What follows belongs to an exercise in optimizing a design on an open flow for small area, a short achievable clock period and few clock cycles; a production flow would make more cautious choices. Function was checked by simulation only, so behaviour that the tests miss may differ from the original. Power and IR drop assume default switching activity.

== main ==
==> flow/design.v <==
module ia_alu (
    input  wire [2:0] op,
    input  wire [7:0] a,       
    input  wire [7:0] x,       
    output reg  [7:0] r,
    output wire       c,
    output wire       v,
    output reg        z,
    output wire       n
);
    wire       sub = op[0];
    wire [7:0] y   = sub ? ~x : x;
    wire [8:0] s   = {1'b0, a} + {1'b0, y} + {8'd0, sub};
    wire       x0  = (x == 8'h00);
    wire       x80 = (x == 8'h80);
    assign c = s[8] & ~(sub & x0);
    assign v = (sub & x80) ? a[7] : ((a[7] == y[7]) && (s[7] != a[7]));
    wire [7:0] ax   = a ^ x;
    wire [7:0] aox  = a | x;
    wire       zadd = ~ax[0] && (ax[7:1] == aox[6:0]);
    always @(*) begin
        case (op)
            3'd0: begin r = s[7:0]; z = zadd; end
            3'd1: begin r = s[7:0]; z = (a == x); end
            3'd2: begin r = a & x;  z = ((a & x) == 8'h00); end
            3'd3: begin r = a | x;  z = (aox == 8'h00); end
            3'd4: begin r = a ^ x;  z = (ax == 8'h00); end
            default: begin r = ~a;  z = (a == 8'hff); end
        endcase
    end
    assign n = r[7];
endmodule
module ia_mem (
    input  wire       clk,
    input  wire       we,
    input  wire [5:0] waddr,
    input  wire [7:0] wdata,
    input  wire [5:0] raddr,
    output wire [7:0] rdata
);
    reg [7:0] mem [0:63];
    always @(posedge clk)
        if (we) mem[waddr] <= wdata;
    assign rdata = mem[raddr];
endmodule
module ia_cpu (
    input  wire       clk,
    input  wire       rst,           
    input  wire       load_we,       
    input  wire [7:0] load_addr,     
    input  wire [7:0] load_data,
    output wire [7:0] mem_rdata,     
    input  wire       start,         
    output wire       halted,
    output wire       fault,
    output wire [7:0] acc,
    output wire [7:0] pc,
    output wire [3:0] status,        
    output wire       out_valid,
    output wire [7:0] out_data,
    input  wire       out_ready,
    input  wire       in_valid,
    input  wire [7:0] in_data,
    output wire       in_ready
);
    localparam [1:0] S_IDLE = 2'd0, S_RUN = 2'd1, S_HALT = 2'd2;
    localparam [1:0] C_M = 2'd0, C_I = 2'd1, C_O = 2'd2;
    reg [1:0]  run;
    reg        fault_r;
    reg [1:0]  cyc;          
    reg [7:0]  pc_r;         
    reg [7:0]  acc_r;
    reg [3:0]  st;           
    reg [13:0] ir;           
    reg        irv;          
    reg [13:0] ib;           
    reg        ibv;          
    reg [3:0]  oop;          
    reg        oload;        
    reg [5:0]  ra0, ra1, ra2, ra3;   
    reg [1:0]  wsel;         
    reg [1:0]  osel;         
    reg        pfj;          
    reg        pw_v;         
    reg [7:0]  pw_a, pw_d;
    wire running = (run == S_RUN);
    wire halt_now = running && (cyc == C_I) && !pw_v && (ir[9] || ir[13:10] == 4'd15);
    wire cpu_rd   = running && !halt_now;
    wire cm = (cyc == C_M);
    wire ci = (cyc == C_I);
    wire co = (cyc == C_O);
    wire [5:0] rd0 = cpu_rd ? ra0 : load_addr[7:2];
    wire [5:0] rd1 = cpu_rd ? ra1 : load_addr[7:2];
    wire [5:0] rd2 = cpu_rd ? ra2 : load_addr[7:2];
    wire [5:0] rd3 = cpu_rd ? ra3 : load_addr[7:2];
    wire [7:0] q0, q1, q2, q3;
    ia_mem u_b0 (.clk(clk), .we(pw_v && pw_a[1:0] == 2'd0), .waddr(pw_a[7:2]), .wdata(pw_d), .raddr(rd0), .rdata(q0));
    ia_mem u_b1 (.clk(clk), .we(pw_v && pw_a[1:0] == 2'd1), .waddr(pw_a[7:2]), .wdata(pw_d), .raddr(rd1), .rdata(q1));
    ia_mem u_b2 (.clk(clk), .we(pw_v && pw_a[1:0] == 2'd2), .waddr(pw_a[7:2]), .wdata(pw_d), .raddr(rd2), .rdata(q2));
    ia_mem u_b3 (.clk(clk), .we(pw_v && pw_a[1:0] == 2'd3), .waddr(pw_a[7:2]), .wdata(pw_d), .raddr(rd3), .rdata(q3));
    function [7:0] pick(input [1:0] s, input [7:0] a0, input [7:0] a1, input [7:0] a2, input [7:0] a3);
        case (s)
            2'd0: pick = a0;
            2'd1: pick = a1;
            2'd2: pick = a2;
            default: pick = a3;
        endcase
    endfunction
    wire [7:0] wb0 = pick(wsel,        q0, q1, q2, q3);
    wire [7:0] wb1 = pick(wsel + 2'd1, q0, q1, q2, q3);
    wire [7:0] wb2 = pick(wsel + 2'd2, q0, q1, q2, q3);
    wire [7:0] wb3 = pick(wsel + 2'd3, q0, q1, q2, q3);
    wire [7:0] ob  = pick(cpu_rd ? osel : load_addr[1:0], q0, q1, q2, q3);
    assign mem_rdata = ob;
    reg [5:0] ra_w;
    always @(*) begin
        case (pw_a[1:0])
            2'd0: ra_w = ra0;
            2'd1: ra_w = ra1;
            2'd2: ra_w = ra2;
            default: ra_w = ra3;
        endcase
    end
    wire [7:0] pc_r1  = pc_r + 8'd1;
    wire rd_haz = pw_v && (ra_w == pw_a[7:2]);                     
    wire [7:0] pc_r2  = pc_r + 8'd2;
    wire [7:0] pc_r3  = pc_r + 8'd3;
    wire ir_haz = pw_v && ci && (pw_a == pc_r || pw_a == pc_r1 ||   
                                 (ibv && !pfj && (pw_a == pc_r2 || pw_a == pc_r3)));
    wire hold   = rd_haz || ir_haz;                                
    wire [13:0] mi   = {wb0, wb1[5:0]};
    wire [3:0]  op   = cm ? mi[13:10] : (ci ? ir[13:10] : oop);
    wire [1:0]  md   = cm ? mi[9:8]   : (ci ? ir[9:8]   : 2'b00);
    wire [7:0]  opnd = cm ? mi[7:0]   : ir[7:0];
    wire no_opnd  = (op == 4'd5) || (op >= 4'd13);
    wire bad      = !co && md[1];
    wire ind      = !co && md[0] && !no_opnd;    
    wire is_alu   = (op <= 4'd5);
    wire is_read  = (op == 4'd6);
    wire is_write = (op == 4'd7);
    wire is_goto  = (op == 4'd8);
    wire is_br    = (op >= 4'd9) && (op <= 4'd12);
    wire is_out   = (op == 4'd13);
    wire is_in    = (op == 4'd14);
    wire is_end   = (op == 4'd15);
    wire [1:0] br_sel   = op[1:0] - 2'd1;    
    wire       br_taken = st[br_sel];
    wire to_o = !bad && ((cm && (ind || is_read)) ||
                         (ci && ind && is_read) ||
                         (co && is_read && !oload));
    wire [7:0] x = (cm || (ci && !ind)) ? opnd : ob;
    wire ld   = !bad && !to_o && is_read;      
    wire done = !bad && !to_o;                 
    wire stall = (is_out && !out_ready) || (is_in && !in_valid);
    wire [7:0] alu_r;
    wire       alu_c, alu_v, alu_z, alu_n;
    ia_alu u_alu (.op(op[2:0]), .a(acc_r), .x(x),
                  .r(alu_r), .c(alu_c), .v(alu_v), .z(alu_z), .n(alu_n));
    wire [7:0] seq  = co ? pc_r : pc_r + 8'd2;      
    wire       jump = done && (is_goto || (is_br && br_taken));
    wire        usesop  = ci && (ind || is_read);
    wire        h0_ok   = !usesop || !(osel == wsel || osel == wsel + 2'd1);
    wire        h1_ok   = !usesop ||  (osel == wsel || osel == wsel + 2'd1);
    wire [13:0] h0      = {wb0, wb1[5:0]};
    wire [13:0] h1      = {wb2, wb3[5:0]};
    wire        from_ib = ci && !pfj && ibv;
    wire [13:0] ir_new  = cm ? h1 : (ci ? (from_ib ? ib : h0) : ir);
    wire        ir_ok   = cm ? !jump :
                          (ci ? ((pfj == jump) && (from_ib || h0_ok)) : (irv && !jump));
    wire [13:0] ib_new  = ci ? (from_ib ? h0 : h1) : ib;
    wire        ib_ok   = ci ? (from_ib ? h0_ok : h1_ok) : (co && ibv);
    wire [3:0] nop      = ir_new[13:10];
    wire       n_noop   = (nop == 4'd5) || (nop >= 4'd13);
    wire       n_useop  = !ir_new[9] && ((ir_new[8] && !n_noop) || nop == 4'd6);
    wire [7:0] na       = ir_new[7:0];
    wire [1:0] nbsel    = nop[1:0] - 2'd1;
    wire       n_pfj    = (ir_new[9:8] == 2'b00) &&
                          ((nop == 4'd8) || ((nop >= 4'd9) && (nop <= 4'd12) && st[nbsel]));
    function [23:0] win(input [7:0] t);
        reg [5:0] i0, i1;
        begin
            i0 = t[7:2];
            i1 = t[7:2] + 6'd1;
            win = {(t[1:0] > 2'd3) ? i1 : i0,        
                   (t[1:0] > 2'd2) ? i1 : i0,        
                   (t[1:0] > 2'd1) ? i1 : i0,        
                   (t[1:0] > 2'd0) ? i1 : i0};       
        end
    endfunction
    wire [7:0]  t_m   = jump ? x : seq;
    wire [7:0]  t_b   = (ci && pfj) ? ir[7:0] : seq;
    wire [7:0]  t_f   = ib_ok ? t_b + 8'd4 : t_b + 8'd2;
    wire [7:0]  t_i   = n_pfj ? na : t_f;
    wire [23:0] win_m = win(t_m);
    wire [23:0] win_i = win(t_i);
    wire [7:0] oa = cm ? opnd : ob;
    wire cpu_we = running && !hold && !stall && done && is_write;
    always @(posedge clk) begin
        if (rst) begin
            run     <= S_IDLE;
            fault_r <= 1'b0;
            cyc     <= C_M;
            pc_r    <= 8'd0;
            acc_r   <= 8'd0;
            st      <= 4'd0;
            ra0 <= 6'd0; ra1 <= 6'd0; ra2 <= 6'd0; ra3 <= 6'd0;
            wsel    <= 2'd0;
            osel    <= 2'd0;
            pw_v    <= 1'b0;
        end else begin
            pw_v <= cpu_we || ((run == S_IDLE) && load_we);
            pw_a <= running ? x : load_addr;
            pw_d <= running ? acc_r : load_data;
            if (run == S_IDLE) begin
                if (start) begin
                    run  <= S_RUN;
                    cyc  <= C_M;
                    ra0 <= 6'd0; ra1 <= 6'd0; ra2 <= 6'd0; ra3 <= 6'd0;
                    wsel <= 2'd0;
                end
            end else if (running && ir_haz) begin
                cyc  <= C_M;
                wsel <= pc_r[1:0];
                {ra3, ra2, ra1, ra0} <= win(pc_r);
            end else if (running && !rd_haz && !stall) begin
                if (bad) begin
                    run     <= S_HALT;
                    fault_r <= 1'b1;
                    pc_r    <= seq;
                end else if (done && is_end) begin
                    run     <= S_HALT;
                    pc_r    <= seq;
                end else begin
                    if (done && is_alu) begin
                        acc_r <= alu_r;
                        if (op[2:1] == 2'b00) st <= {alu_c, alu_v, alu_n, alu_z};
                        else                  st[1:0] <= {alu_n, alu_z};
                    end
                    if (done && is_in) acc_r <= in_data;
                    if (ld) acc_r <= ob;
                    ir  <= ir_new;
                    irv <= ir_ok;
                    ib  <= ib_new;
                    ibv <= ib_ok;
                    if (to_o) begin
                        cyc   <= C_O;
                        pc_r  <= seq;
                        oop   <= op;
                        oload <= cm ? !ind : 1'b1;
                        osel  <= oa[1:0];
                        ra0 <= oa[7:2]; ra1 <= oa[7:2]; ra2 <= oa[7:2]; ra3 <= oa[7:2];
                    end else if (!ir_ok) begin
                        cyc   <= C_M;
                        pc_r  <= t_m;
                        wsel  <= t_m[1:0];
                        {ra3, ra2, ra1, ra0} <= win_m;
                    end else begin
                        cyc   <= C_I;
                        pc_r  <= t_m;
                        pfj   <= n_pfj;
                        wsel  <= t_i[1:0];
                        osel  <= na[1:0];
                        ra0 <= (n_useop && na[1:0] == 2'd0) ? na[7:2] : win_i[5:0];
                        ra1 <= (n_useop && na[1:0] == 2'd1) ? na[7:2] : win_i[11:6];
                        ra2 <= (n_useop && na[1:0] == 2'd2) ? na[7:2] : win_i[17:12];
                        ra3 <= (n_useop && na[1:0] == 2'd3) ? na[7:2] : win_i[23:18];
                    end
                end
            end
        end
    end
    wire go = running && !hold;
    assign halted    = (run == S_HALT) || halt_now;
    assign fault     = fault_r || (halt_now && ir[9]);
    assign acc       = acc_r;
    assign pc        = halt_now ? pc_r + 8'd2 : pc_r;
    assign status    = st;
    assign out_valid = go && ((cm && mi[13:9] == 5'b11010) || (ci && ir[13:9] == 5'b11010));
    assign out_data  = acc_r;
    assign in_ready  = go && ((cm && mi[13:9] == 5'b11100) || (ci && ir[13:9] == 5'b11100));
endmodule
clock: 8.0 ns
lec_check: 0
cap_margin: 20
core_margin: 2
core_utilization: 55
place_density: 0.65
setup_slack_margin: 2.0
slew_margin: 20
synth_hierarchical: 1
tns_end_percent: 5
run.sh (not shown) runs the stock make flow with config.mk's settings and CLKGATE_MAP_FILE= SYNTH_SCRIPT=/design/flow/synth_recipe.tcl, a recipe that flattens the netlist after the stock synthesis.
main has completed all stages; timing, DRC and antenna checks passed.
Testbench counts of main, summed over its fixed seeds: cycles 42,487.
--- input diff main..the feature branch ---
--- a/flow/design.v
+++ b/flow/design.v
@@ -85,13 +85,11 @@
     reg [7:0]  pw_a, pw_d;
     wire running = (run == S_RUN);
-    wire halt_now = running && (cyc == C_I) && !pw_v && (ir[9] || ir[13:10] == 4'd15);
-    wire cpu_rd   = running && !halt_now;
     wire cm = (cyc == C_M);
     wire ci = (cyc == C_I);
     wire co = (cyc == C_O);
-    wire [5:0] rd0 = cpu_rd ? ra0 : load_addr[7:2];
-    wire [5:0] rd1 = cpu_rd ? ra1 : load_addr[7:2];
-    wire [5:0] rd2 = cpu_rd ? ra2 : load_addr[7:2];
-    wire [5:0] rd3 = cpu_rd ? ra3 : load_addr[7:2];
+    wire [5:0] rd0 = running ? ra0 : load_addr[7:2];
+    wire [5:0] rd1 = running ? ra1 : load_addr[7:2];
+    wire [5:0] rd2 = running ? ra2 : load_addr[7:2];
+    wire [5:0] rd3 = running ? ra3 : load_addr[7:2];
     wire [7:0] q0, q1, q2, q3;
     ia_mem u_b0 (.clk(clk), .we(pw_v && pw_a[1:0] == 2'd0), .waddr(pw_a[7:2]), .wdata(pw_d), .raddr(rd0), .rdata(q0));
@@ -111,5 +109,5 @@
     wire [7:0] wb2 = pick(wsel + 2'd2, q0, q1, q2, q3);
     wire [7:0] wb3 = pick(wsel + 2'd3, q0, q1, q2, q3);
-    wire [7:0] ob  = pick(cpu_rd ? osel : load_addr[1:0], q0, q1, q2, q3);
+    wire [7:0] ob  = pick(running ? osel : load_addr[1:0], q0, q1, q2, q3);
     assign mem_rdata = ob;
     reg [5:0] ra_w;
@@ -271,8 +269,8 @@
     end
     wire go = running && !hold;
-    assign halted    = (run == S_HALT) || halt_now;
-    assign fault     = fault_r || (halt_now && ir[9]);
+    assign halted    = (run == S_HALT);
+    assign fault     = fault_r;
     assign acc       = acc_r;
-    assign pc        = halt_now ? pc_r + 8'd2 : pc_r;
+    assign pc        = pc_r;
     assign status    = st;
     assign out_valid = go && ((cm && mi[13:9] == 5'b11010) || (ci && ir[13:9] == 5'b11010));
==> comparison <==
The feature branch vs main — number of clock buffers in the layout climbed by a few percent
Power (lower): the feature branch
Going from main to the feature branch, post-route worst setup slack grows by 0.60 ns.
The feature branch against main: sum of routed wire segments on met1 now smaller, total wire length after detailed routing fell by about 1%.
Testbench counts of the feature branch, summed over its fixed seeds: cycles 42,656.

## what the ideal ports hide
The flow's constraints put no driver on any port. The routed layouts listed below were extracted and timed again, unchanged, in two steps. Step 1, drivers: a clkbuf_16 drives clk and a buf_2 each remaining input, both assumed. Step 2 adds t to the input delays and takes it off the output delays; t is the mean of the earliest and latest rising clock arrival at the registers after step 1. Input paths then give back, and output paths get back, about the clock's delay inside the block. Slacks: ideal / step 1 / step 2; pairs: ideal / step 1.
run	shift t [ns]	setup slack, ns	pins driven straight from the clock port
main	0.942	0.535 / 0.535 / -0.272	1
the feature branch	0.933	1.139 / 1.088 / 0.317	1
With both steps, setup timing fails in main, where it was met with ideal ports. For the feature branch, which loses most, drivers alone change the setup slack by -0.051 ns; drivers and shift together by -0.822 ns.
